From an optimization exercise on the open Yosys and OpenROAD flow, aimed at small area, a short achievable clock period and few clock cycles per item; shortcuts taken in it are not production practice. The RTL was checked by simulation tests, not by an equivalence proof against the original design. The clock port is modelled as an ideal driver, which makes a skipped or thinned clock tree look cheaper than it is; a real chip needs a root buffer or a tree.

## old
## pola_codec
module pola_codec (
    input  wire        clk,
    input  wire        rst,
    input  wire        dec_in_valid,
    output wire        dec_in_ready,
    input  wire [11:0] dec_code,
    output reg         dec_out_valid,
    output reg  [31:0] dec_sample,
    input  wire        enc_in_valid,
    output wire        enc_in_ready,
    input  wire [31:0] enc_sample,
    output reg         enc_out_valid,
    output reg  [11:0] enc_code
);
Size in the first run: ~470 cells after synthesis, roughly 96 I/O pins.
clock: 60.0 ns
lec_check: 0
cap_margin: 20
core_margin: 2
core_utilization: 40
gpl_timing_driven: 0
slew_margin: 20
standard.sh (not shown) runs the stock make flow with config.mk's settings and CLKGATE_MAP_FILE= SYNTH_SCRIPT=/design/flow/synth_recipe.tcl, a recipe that flattens the netlist after the stock synthesis.
==> flow/flow/run.sh <==
#!/bin/bash
# Own layout flow: the standard ORFS flow (standard.sh) with these changes:
#  - synthesis is the standard one except that abc maps with flow/abc.script
#    (area-oriented, no buffering/upsizing); register names and cells are
#    those of the standard synthesis;
#  - extract_fa is skipped (no half/full adder cells fixed before abc);
#  - the port buffers that global placement inserts on every input and output
#    are sky130_fd_sc_hd__buf_1 cells;
#  - after clock tree synthesis, flow/cts_flat.tcl replaces the tree with a
#    one-level tree (the clock port drives 4 clkbuf_16 buffers, each driving a quarter
#    of the flip-flops).
#  - synthesis buffers pass-through and constant outputs with buf_1 instead
#    of buf_4 (MIN_BUF_CELL_AND_PORTS).
# All tool output goes to flow_make.log here and to ORFS's own logs under orfs/logs.
set -euo pipefail
W=$(pwd)
export OWN_ABC_SCRIPT="$W/flow/abc.script"
export BUFFER_PORTS_ARGS="-buffer_cell sky130_fd_sc_hd__buf_1"
export CTS_ARGS="-sink_clustering_enable -repair_clock_nets -dont_use_dummy_load -buf_list sky130_fd_sc_hd__clkbuf_8"
export POST_CTS_TCL="$W/flow/cts_flat.tcl"
bash "$W/standard.sh" SYNTH_SCRIPT="$W/flow/synth.tcl" \
  MIN_BUF_CELL_AND_PORTS="sky130_fd_sc_hd__buf_1 A X" finish > "$W/flow_make.log" 2>&1
==> flow/flow/cts_flat.tcl <==
# POST_CTS hook: replace the clock tree that clock_tree_synthesis built with a
# one-level tree: the clock port drives NBUF buffers, each driving the clock
# pins of one group of flip-flops (grouped by position, about equal sizes).
set nbuf   [expr { [info exists ::env(FLAT_CTS_NBUF)] ? $::env(FLAT_CTS_NBUF) : 4 }]
set bufm   [expr { [info exists ::env(FLAT_CTS_BUF)] ? $::env(FLAT_CTS_BUF) : "sky130_fd_sc_hd__clkbuf_16" }]
set db     [ord::get_db]
set block  [ord::get_db_block]
set master [$db findMaster $bufm]
set clk    [$block findNet clk]

# clock sinks (flip-flop clock pins) and the cells of the old tree
set sinks {}
set old_insts {}
set old_nets {}
foreach inst [$block getInsts] {
  set mname [[$inst getMaster] getName]
  if { [string match "sky130_fd_sc_hd__df*" $mname] } {
    foreach it [$inst getITerms] {
      if { [[$it getMTerm] getSigType] == "CLOCK" || [[$it getMTerm] getName] == "CLK" } {
        lappend sinks $it
      }
    }
  }
}
foreach inst [$block getInsts] {
  set n [$inst getName]
  if { [string match "clkbuf_*" $n] || [string match "clkload*" $n] } {
    lappend old_insts $inst
    foreach it [$inst getITerms] {
      set net [$it getNet]
      if { $net != "NULL" && [$net getName] != "clk" && [lsearch -exact $old_nets $net] < 0 } {
        lappend old_nets $net
      }
    }
  }
}
puts "flat cts: [llength $sinks] sinks, removing [llength $old_insts] cells and [llength $old_nets] nets"

# group the sinks: sort by x into nbuf columns... split into groups of equal size
# along the longer side of their bounding box, recursively
proc sink_xy { it } {
  set inst [$it getInst]
  set loc [$inst getLocation]
  return $loc
}
proc split_groups { sinks n } {
  if { $n <= 1 } { return [list $sinks] }
  set xs {}; set ys {}
  foreach s $sinks { set l [sink_xy $s]; lappend xs [lindex $l 0]; lappend ys [lindex $l 1] }
  set dx [expr { [tcl::mathfunc::max {*}$xs] - [tcl::mathfunc::min {*}$xs] }]
  set dy [expr { [tcl::mathfunc::max {*}$ys] - [tcl::mathfunc::min {*}$ys] }]
  set idx [expr { $dx >= $dy ? 0 : 1 }]
  set keyed {}
  foreach s $sinks { lappend keyed [list [lindex [sink_xy $s] $idx] $s] }
  set sorted [lsort -integer -index 0 $keyed]
  set na [expr { $n / 2 }]
  set nb [expr { $n - $na }]
  set cut [expr { ([llength $sorted] * $na) / $n }]
  set a {}; set b {}
  set i 0
  foreach k $sorted { if { $i < $cut } { lappend a [lindex $k 1] } else { lappend b [lindex $k 1] }; incr i }
  return [concat [split_groups $a $na] [split_groups $b $nb]]
}
set groups [split_groups $sinks $nbuf]

foreach s $sinks { $s disconnect }
foreach inst $old_insts { odb::dbInst_destroy $inst }
foreach net $old_nets { odb::dbNet_destroy $net }

set gi 0
foreach g $groups {
  set sx 0; set sy 0
  foreach s $g { set l [sink_xy $s]; set sx [expr { $sx + [lindex $l 0] }]; set sy [expr { $sy + [lindex $l 1] }] }
  set cx [expr { $sx / [llength $g] }]
  set cy [expr { $sy / [llength $g] }]
  # snap to the row that holds the centroid, with that row's orientation
  set inst [odb::dbInst_create $block $master "clkbuf_flat_$gi"]
  set orient R0
  foreach row [$block getRows] {
    set rb [$row getBBox]
    if { $cy >= [$rb yMin] && $cy < [$rb yMax] } {
      set cy [$rb yMin]
      set orient [$row getOrient]
      set site [[$row getSite] getWidth]
      set cx [expr { [$rb xMin] + (($cx - [$rb xMin]) / $site) * $site }]
      break
    }
  }
  $inst setOrient $orient
  $inst setLocation $cx $cy
  $inst setPlacementStatus PLACED
  set net [odb::dbNet_create $block "clknet_flat_$gi"]
  $net setSigType CLOCK
  [$inst findITerm A] connect $clk
  [$inst findITerm X] connect $net
  foreach s $g { $s connect $net }
  puts "flat cts: buffer $gi at ($cx, $cy) drives [llength $g] sinks"
  incr gi
}
detailed_placement
check_placement -verbose
estimate_parasitics -placement
report_clock_skew
Other scripts of this flow, unchanged in this note and not shown: flow/flow/abc.script, flow/flow/synth.tcl
Testbench counts of old, summed over its fixed seeds: cycles 16,016, items 32,000.
## Diff of input files: new against old
diff --git a/flow/flow/run.sh b/flow/flow/run.sh
--- a/flow/flow/run.sh
+++ b/flow/flow/run.sh
@@ -9,4 +9,4 @@
 #  - after clock tree synthesis, flow/cts_flat.tcl replaces the tree with a
-#    one-level tree (the clock port drives 4 clkbuf_16 buffers, each driving a quarter
-#    of the flip-flops).
+#    one-level tree: the clock port drives 3 clkbuf_16 buffers, each driving
+#    a third of the flip-flops (grouped by position);
 #  - synthesis buffers pass-through and constant outputs with buf_1 instead
diff --git a/flow/flow/cts_flat.tcl b/flow/flow/cts_flat.tcl
--- a/flow/flow/cts_flat.tcl
+++ b/flow/flow/cts_flat.tcl
@@ -3,3 +3,3 @@
 # pins of one group of flip-flops (grouped by position, about equal sizes).
-set nbuf   [expr { [info exists ::env(FLAT_CTS_NBUF)] ? $::env(FLAT_CTS_NBUF) : 4 }]
+set nbuf   [expr { [info exists ::env(FLAT_CTS_NBUF)] ? $::env(FLAT_CTS_NBUF) : 3 }]
 set bufm   [expr { [info exists ::env(FLAT_CTS_BUF)] ? $::env(FLAT_CTS_BUF) : "sky130_fd_sc_hd__clkbuf_16" }]
old → new: final standard cell count with taps included and fillers excluded saw little to no change, worst relative slew slack fell 2.4 points.
Between new and old, it is new whose layout overhead on the synthesized area is lower, by 0.62 points.
Instance count on the critical path: old vs new identical
On final critical path time including I/O delays and setup, old beats new.
Global-route usage: old vs new, no meaningful difference
No run of this note takes its clock network from TritonCTS; it comes from the design's own scripts or RTL.

static timing again, ports no longer ideal:
The flow's constraints put no driver on any port. The routed layouts listed below were extracted and timed again, unchanged, in two steps.
Step 1, drivers: a clkbuf_16 drives clk and a buf_2 each remaining input, both assumed.
Step 2 also shifts input and output timing later by t, the mid clock arrival at the registers, as if the neighbouring blocks saw the same clock.
a / b / c = no drivers / after step 1 / after step 2; a / b = the first two.
run	t (ns)	setup WS [ns]	hold WS [ns]	latest minus earliest clock arrival (ns)
old	0.228	47.361 / 47.281 / 47.509	0.447 / 0.447 / 0.447	0.018 / 0.018
new	0.228	47.334 / 47.268 / 47.496	0.452 / 0.452 / 0.452	0.006 / 0.006
After both steps every run listed still meets setup and hold.
